Background: an optimization exercise with open tools, aiming at small area, a short achievable clock period and few clock cycles. Do not read the settings as production practice. Power is estimated from default activity; no workload was simulated.

==> run D <==
## rle_codec
module rle_codec (
    input  wire        clk,
    input  wire        rst,
    input  wire        in_valid,
    output wire        in_ready,
    input  wire [7:0]  in_data,
    input  wire        in_last,
    input  wire        in_mode,
    output wire        out_valid,
    input  wire        out_ready,
    output wire [7:0]  out_data,
    output wire        done,
    output wire        err,
    output wire [15:0] err_pos
);
make LEC_CHECK=0 CAP_MARGIN=20 CORE_MARGIN=2 CORE_UTILIZATION=40 CTS_BUF_LIST=sky130_fd_sc_hd__clkbuf_8 CTS_CLUSTER_DIAMETER=60 CTS_CLUSTER_SIZE=18 PLACE_DENSITY=0.6 SETUP_SLACK_MARGIN=3.4 SLEW_MARGIN=20 finish   # period 6.0 ns
run.sh (not shown) runs the stock make flow with config.mk's settings and CLKGATE_MAP_FILE= SYNTH_SCRIPT=/design/flow/synth_recipe.tcl, a recipe that flattens the netlist after the stock synthesis.
==> run Y: changes against run D <==
--- a/flow/design.v
+++ b/flow/design.v
@@ -127,17 +127,17 @@
         end else begin
             wf_cnt <= wf_cnt_n;
             if (wf_pop)
                 hflag <= 1'b0;
             else if (ring_wr)
                 hflag <= 1'b1;
         end
     end
-    reg        lf_push;         
+    reg        lf_push;
     reg  [6:0] lf_val;
     wire       lf_pop;
     reg  [6:0] lfd [0:7];
     reg  [2:0] lfw, lfr;
     reg  [3:0] lf_cnt;
     wire       lf_full = lf_cnt[3];
     wire       lf_ne   = (lf_cnt != 4'd0);
     wire [6:0] lf_h    = lfd[lfr];
@@ -351,20 +351,19 @@
     reg  [15:0] fsp;            
     wire dec_in  = (dst == D_FLAG) || (dst == D_LIT) || (dst == D_REP);
     wire eq    = hs;                
     reg  [1:0] a_n;
     reg  [1:0] a_k0, a_k1;
     reg  [7:0] a_d0, a_d1;
     reg        a_lf;
     reg  [6:0] a_lv;
-    wire [2:0] wf_eff = wf_cnt + {1'b0, wf_n};
-    wire room1 = (wf_eff <= 3'd3);
-    wire room2 = (wf_eff <= 3'd2);
-    wire lroom = !lf_full && !(lf_cnt == 4'd7 && lf_push);
+    wire room1 = (wf_cnt <= 3'd3);
+    wire room2 = (wf_cnt <= 3'd2);
+    wire lroom = !lf_full;
     wire e_run   = inrun;
     wire e_rmore = inrun && eq && rcm != 7'd127;           
     wire e_trip  = !inrun && pk == 2'd2 && eq;             
     wire e_pair  = !inrun && pk == 2'd1 && eq;             
     wire e_lit   = !inrun && pk != 2'd0 && !eq;            
     wire e_close = e_lit && (l127 || (pk == 2'd2 && l126));
     wire e_ok    = e_run   ? (e_rmore || room2)
                  : e_trip  ? (!lopen || lroom)
@@ -464,29 +463,24 @@
             end
             default: begin
                 a_k0 = W_SPEC;
                 a_d0 = {2'b11, fsp[5:0]};
             end
             endcase
         end
     end
-    always @(posedge clk) begin
-        if (rst) begin
-            wf_n    <= 2'd0;
-            lf_push <= 1'b0;
-        end else begin
-            wf_n    <= a_n;
-            lf_push <= a_lf;
-        end
-        wk0    <= a_k0;
-        wk1    <= a_k1;
-        wd0    <= a_d0;
-        wd1    <= a_d1;
-        lf_val <= a_lv;
+    always @(*) begin
+        wf_n    = a_n;
+        lf_push = a_lf;
+        wk0     = a_k0;
+        wk1     = a_k1;
+        wd0     = a_d0;
+        wd1     = a_d1;
+        lf_val  = a_lv;
     end
     localparam L_KEEP = 3'd0;
     localparam L_ZERO = 3'd1;
     localparam L_ONE  = 3'd2;
     localparam L_INC1 = 3'd3;
     localparam L_INC2 = 3'd4;
     reg  [2:0] lsel;
     always @(*) begin
==> run X: changes against run D <==
--- a/flow/design.v
+++ b/flow/design.v
@@ -100,70 +100,51 @@
                         nxt = {wk1, wd1};
                 end
             end
             always @(posedge clk) begin
                 {wfk[gw], wfd[gw]} <= nxt;
             end
         end
     endgenerate
-    wire [2:0] wf_cm1 = wf_cnt - 3'd1;
-    wire [2:0] wf_cp1 = wf_cnt + 3'd1;
-    wire [2:0] wf_cp2 = wf_cnt + 3'd2;
-    reg  [2:0] wf_cnt_n;
-    always @(*) begin
-        case ({wf_pop, wf_n})
-        3'b000:  wf_cnt_n = wf_cnt;
-        3'b001:  wf_cnt_n = wf_cp1;
-        3'b010:  wf_cnt_n = wf_cp2;
-        3'b100:  wf_cnt_n = wf_cm1;
-        3'b101:  wf_cnt_n = wf_cnt;
-        3'b110:  wf_cnt_n = wf_cp1;
-        default: wf_cnt_n = wf_cnt;
-        endcase
-    end
+    wire [2:0] wf_cnt_a = wf_cnt + {1'b0, wf_n};
+    wire [2:0] wf_cnt_b = wf_cnt + {1'b0, wf_n} - 3'd1;
     always @(posedge clk) begin
         if (rst) begin
             wf_cnt <= 3'd0;
             hflag  <= 1'b0;
         end else begin
-            wf_cnt <= wf_cnt_n;
+            wf_cnt <= wf_pop ? wf_cnt_b : wf_cnt_a;
             if (wf_pop)
                 hflag <= 1'b0;
             else if (ring_wr)
                 hflag <= 1'b1;
         end
     end
-    reg        lf_push;         
+    reg        lf_push;
     reg  [6:0] lf_val;
     wire       lf_pop;
     reg  [6:0] lfd [0:7];
     reg  [2:0] lfw, lfr;
     reg  [3:0] lf_cnt;
     wire       lf_full = lf_cnt[3];
     wire       lf_ne   = (lf_cnt != 4'd0);
     wire [6:0] lf_h    = lfd[lfr];
-    wire [3:0] lf_cp1  = lf_cnt + 4'd1;
-    wire [3:0] lf_cm1  = lf_cnt - 4'd1;
     always @(posedge clk) begin
         if (lf_push) lfd[lfw] <= lf_val;
     end
     always @(posedge clk) begin
         if (rst) begin
             lfw    <= 3'd0;
             lfr    <= 3'd0;
             lf_cnt <= 4'd0;
         end else begin
             if (lf_push) lfw <= lfw + 3'd1;
             if (lf_pop)  lfr <= lfr + 3'd1;
-            case ({lf_push, lf_pop})
-            2'b10:   lf_cnt <= lf_cp1;
-            2'b01:   lf_cnt <= lf_cm1;
-            default: lf_cnt <= lf_cnt;
-            endcase
+            lf_cnt <= lf_cnt + {3'd0, lf_push} - {3'd0, lf_pop};
         end
     end
     reg  [7:0] rd [0:NR-1];
     reg        rm [0:NR-1];
     reg  [6:0] tid;
     reg  [6:0] tid1;            
     reg        rflush;          
     reg        scan;
@@ -328,16 +309,17 @@
     reg  [7:0] pv;              
     reg  [1:0] pk;              
     reg        inrun;           
     reg  [6:0] rcm;             
     reg  [6:0] ll;              
     reg  [6:0] llm;             
     reg        lo_r;            
     reg        l126, l127;      
+    reg  [6:0] ll_n;            
     reg        eflush;          
     assign lopen = lo_r;
     localparam D_FLAG = 3'd0;
     localparam D_LIT  = 3'd1;
     localparam D_REP  = 3'd2;
     localparam D_EXP  = 3'd3;   
     localparam D_END  = 3'd4;   
     localparam D_E1   = 3'd5;   
@@ -346,25 +328,19 @@
     reg  [2:0]  dst;
     reg         dlast;          
     reg         derr;           
     reg  [15:0] pos;            
     reg         pos_c;          
     reg  [15:0] fsp;            
     wire dec_in  = (dst == D_FLAG) || (dst == D_LIT) || (dst == D_REP);
     wire eq    = hs;                
-    reg  [1:0] a_n;
-    reg  [1:0] a_k0, a_k1;
-    reg  [7:0] a_d0, a_d1;
-    reg        a_lf;
-    reg  [6:0] a_lv;
-    wire [2:0] wf_eff = wf_cnt + {1'b0, wf_n};
-    wire room1 = (wf_eff <= 3'd3);
-    wire room2 = (wf_eff <= 3'd2);
-    wire lroom = !lf_full && !(lf_cnt == 4'd7 && lf_push);
+    wire room1 = (wf_cnt <= 3'd3);
+    wire room2 = (wf_cnt <= 3'd2);
+    wire lroom = !lf_full;
     wire e_run   = inrun;
     wire e_rmore = inrun && eq && rcm != 7'd127;           
     wire e_trip  = !inrun && pk == 2'd2 && eq;             
     wire e_pair  = !inrun && pk == 2'd1 && eq;             
     wire e_lit   = !inrun && pk != 2'd0 && !eq;            
     wire e_close = e_lit && (l127 || (pk == 2'd2 && l126));
     wire e_ok    = e_run   ? (e_rmore || room2)
                  : e_trip  ? (!lopen || lroom)
@@ -380,140 +356,116 @@
                  : room1;
     wire fl_go   = eflush && f_ok;
     wire dec_go  = hv && cm && !eflush && dec_in && room1;
     wire dec_w   = !dec_in && room1;      
     wire dec_ov  = hv && dst == D_EXP && rcm == 7'd1 && !dlast && room2;
     wire d_flag  = (dec_go && dst == D_FLAG) || dec_ov;
     assign pop_in = enc_go || dec_go || dec_ov;
     always @(*) begin
-        a_n   = 2'd0;
-        a_k0    = W_DATA;
-        a_k1    = W_DATA;
-        a_d0    = pv;
-        a_d1    = pv;
-        a_lf = 1'b0;
-        a_lv  = 7'd127;
+        wf_n   = 2'd0;
+        wk0    = W_DATA;
+        wk1    = W_DATA;
+        wd0    = pv;
+        wd1    = pv;
+        lf_push = 1'b0;
+        lf_val  = 7'd127;
         if (fl_go) begin
             if (f_rep) begin
-                a_n = 2'd2;
-                a_d0  = {1'b1, rcm};
+                wf_n = 2'd2;
+                wd0  = {1'b1, rcm};
             end else if (f_pend) begin
-                a_n = pk;
-                a_k0  = lopen ? W_LITC : W_LITS;
-                a_k1  = l127 ? W_LITS : W_LITC;
-                a_lf = 1'b1;
-                a_lv  = (l127 && pk == 2'd2) ? 7'd127 : llm + {5'd0, pk};
+                wf_n = pk;
+                wk0  = lopen ? W_LITC : W_LITS;
+                wk1  = l127 ? W_LITS : W_LITC;
+                lf_push = 1'b1;
+                lf_val  = (l127 && pk == 2'd2) ? 7'd127 : llm + {5'd0, pk};
             end else if (f_lit) begin
-                a_lf = 1'b1;
-                a_lv  = llm;
+                lf_push = 1'b1;
+                lf_val  = llm;
             end else begin
-                a_n = 2'd1;
-                a_k0  = W_SPEC;
-                a_d0  = 8'h80;
+                wf_n = 2'd1;
+                wk0  = W_SPEC;
+                wd0  = 8'h80;
             end
         end else if (enc_go) begin
             if (e_run) begin
                 if (!e_rmore) begin
-                    a_n = 2'd2;
-                    a_d0  = {1'b1, rcm};
+                    wf_n = 2'd2;
+                    wd0  = {1'b1, rcm};
                 end
             end else if (e_trip) begin
-                a_lf = lopen;
-                a_lv  = llm;
+                lf_push = lopen;
+                lf_val  = llm;
             end else if (e_lit) begin
-                a_n = pk;
-                a_k0  = lopen ? W_LITC : W_LITS;
-                a_k1  = l127 ? W_LITS : W_LITC;
-                a_lf = e_close;
+                wf_n = pk;
+                wk0  = lopen ? W_LITC : W_LITS;
+                wk1  = l127 ? W_LITS : W_LITC;
+                lf_push = e_close;
             end
         end else if (dec_go) begin
             if (dst == D_FLAG) begin
                 if (hl) begin
-                    a_n = 2'd1;
-                    a_k0  = W_SPEC;
-                    a_d0  = 8'h81;
+                    wf_n = 2'd1;
+                    wk0  = W_SPEC;
+                    wd0  = 8'h81;
                 end
             end else if (dst == D_REP) begin
-                a_n = 2'd1;
-                a_d0  = hd;
+                wf_n = 2'd1;
+                wd0  = hd;
             end else begin
-                a_n = 2'd1;
-                a_d0  = hd;
+                wf_n = 2'd1;
+                wd0  = hd;
             end
         end else if (dec_w) begin
-            a_n = 2'd1;
+            wf_n = 2'd1;
             case (dst)
             D_EXP: begin
-                a_d0 = pv;
+                wd0 = pv;
                 if (dec_ov && hl) begin
-                    a_n = 2'd2;
-                    a_k1  = W_SPEC;
-                    a_d1  = 8'h81;
+                    wf_n = 2'd2;
+                    wk1  = W_SPEC;
+                    wd1  = 8'h81;
                 end
             end
             D_END: begin
-                a_k0 = W_SPEC;
-                a_d0 = {7'b1000000, derr};
+                wk0 = W_SPEC;
+                wd0 = {7'b1000000, derr};
             end
             D_E1: begin
-                a_k0 = W_SPEC;
-                a_d0 = {4'b1100, fsp[15:12]};
+                wk0 = W_SPEC;
+                wd0 = {4'b1100, fsp[15:12]};
             end
             D_E2: begin
-                a_k0 = W_SPEC;
-                a_d0 = {2'b11, fsp[11:6]};
+                wk0 = W_SPEC;
+                wd0 = {2'b11, fsp[11:6]};
             end
             default: begin
-                a_k0 = W_SPEC;
-                a_d0 = {2'b11, fsp[5:0]};
+                wk0 = W_SPEC;
+                wd0 = {2'b11, fsp[5:0]};
             end
             endcase
         end
     end
-    always @(posedge clk) begin
-        if (rst) begin
-            wf_n    <= 2'd0;
-            lf_push <= 1'b0;
-        end else begin
-            wf_n    <= a_n;
-            lf_push <= a_lf;
-        end
-        wk0    <= a_k0;
-        wk1    <= a_k1;
-        wd0    <= a_d0;
-        wd1    <= a_d1;
-        lf_val <= a_lv;
-    end
-    localparam L_KEEP = 3'd0;
-    localparam L_ZERO = 3'd1;
-    localparam L_ONE  = 3'd2;
-    localparam L_INC1 = 3'd3;
-    localparam L_INC2 = 3'd4;
-    reg  [2:0] lsel;
     always @(*) begin
-        lsel = L_KEEP;
+        ll_n = ll;
         if (fl_go) begin
             if (f_pend)
-                lsel = (l127 && pk == 2'd2) ? L_ONE : L_ZERO;
+                ll_n = (l127 && pk == 2'd2) ? 7'd1 : 7'd0;
             else if (f_lit)
-                lsel = L_ZERO;
+                ll_n = 7'd0;
         end else if (enc_go) begin
             if (e_trip)
-                lsel = L_ZERO;
+                ll_n = 7'd0;
             else if (e_lit && pk == 2'd2)
-                lsel = l127 ? L_ONE : l126 ? L_ZERO : L_INC2;
+                ll_n = l127 ? 7'd1 : l126 ? 7'd0 : ll + 7'd2;
             else if (e_lit)
-                lsel = l127 ? L_ZERO : L_INC1;
+                ll_n = l127 ? 7'd0 : ll + 7'd1;
         end
     end
-    wire [6:0] ll_p1 = ll + 7'd1;
-    wire [6:0] ll_p2 = ll + 7'd2;
-    wire       l125  = (ll == 7'd125);
-    wire       l124  = (ll == 7'd124);
     always @(posedge clk) begin
         if (rst) begin
             infr   <= 1'b0;
             fmode  <= 1'b0;
             pk     <= 2'd0;
             inrun  <= 1'b0;
             rcm    <= 7'd0;
             ll     <= 7'd0;
@@ -529,31 +481,21 @@
             pos    <= 16'd0;
             pos_c  <= 1'b0;
             fsp    <= 16'd0;
         end else begin
             if (pop_in) begin
                 infr  <= !hl;
                 fmode <= cm;
             end
-            case (lsel)
-            L_ZERO: begin
-                ll <= 7'd0; llm <= 7'd127; lo_r <= 1'b0; l126 <= 1'b0; l127 <= 1'b0;
-            end
-            L_ONE: begin
-                ll <= 7'd1; llm <= 7'd0; lo_r <= 1'b1; l126 <= 1'b0; l127 <= 1'b0;
-            end
-            L_INC1: begin
-                ll <= ll_p1; llm <= ll; lo_r <= 1'b1; l126 <= l125; l127 <= l126;
-            end
-            L_INC2: begin
-                ll <= ll_p2; llm <= ll_p1; lo_r <= 1'b1; l126 <= l124; l127 <= l125;
-            end
-            default: ;
-            endcase
+            ll   <= ll_n;
+            llm  <= ll_n - 7'd1;
+            lo_r <= (ll_n != 7'd0);
+            l126 <= (ll_n == 7'd126);
+            l127 <= (ll_n == 7'd127);
             if (fl_go) begin
                 if (f_rep) begin
                     inrun <= 1'b0;
                 end else if (f_pend) begin
                     pk <= 2'd0;
                 end else if (f_lit) begin
                 end else begin
                     eflush <= 1'b0;
Settings changed: SETUP_SLACK_MARGIN 3.4 to 3.6.
==> notes <==
Sequential power is about the same in run X and run Y.
First-iteration DRC count: run Y is larger than run D (8.6%).
Non-clock buffer count: run D < run X < run Y.
Flip-flop and latch count is the same in run X and run Y.
Clock-buffer cell count: run X < run Y < run D.
Function was not checked in any run of this note: the RTL went through the layout flow alone.

## separate check: timing with driven ports
The flow's constraints put no driver on any port. The routed layouts listed below were extracted and timed again, unchanged, in two steps.
Step 1: set_driving_cell puts a clkbuf_16 on clk and a buf_2 on each other input, an assumption about the parent block.
Step 2 also shifts input and output timing later by t, the mid clock arrival at the registers, as if the neighbouring blocks saw the same clock.
Slacks: ideal ports / drivers / drivers and shift; pairs: ideal ports / drivers.
| run | t (ns) | setup WS [ns] | worst hold slack (ns) | cell pins on the clock port's net |
|---|---|---|---|---|
| run D | 0.790 | 3.009 / 3.009 / 2.720 | 0.297 / 0.297 / 0.297 | 1 |
| run Y | 0.799 | 3.053 / 3.053 / 2.831 | 0.313 / 0.313 / 0.313 | 1 |
| run X | 0.800 | 2.763 / 2.762 / 2.762 | 0.308 / 0.308 / 0.308 | 1 |
After both steps every run listed still meets setup and hold. The setup slack of run D, which loses most, moves by 0.000 ns with the drivers and by -0.289 ns with both steps.
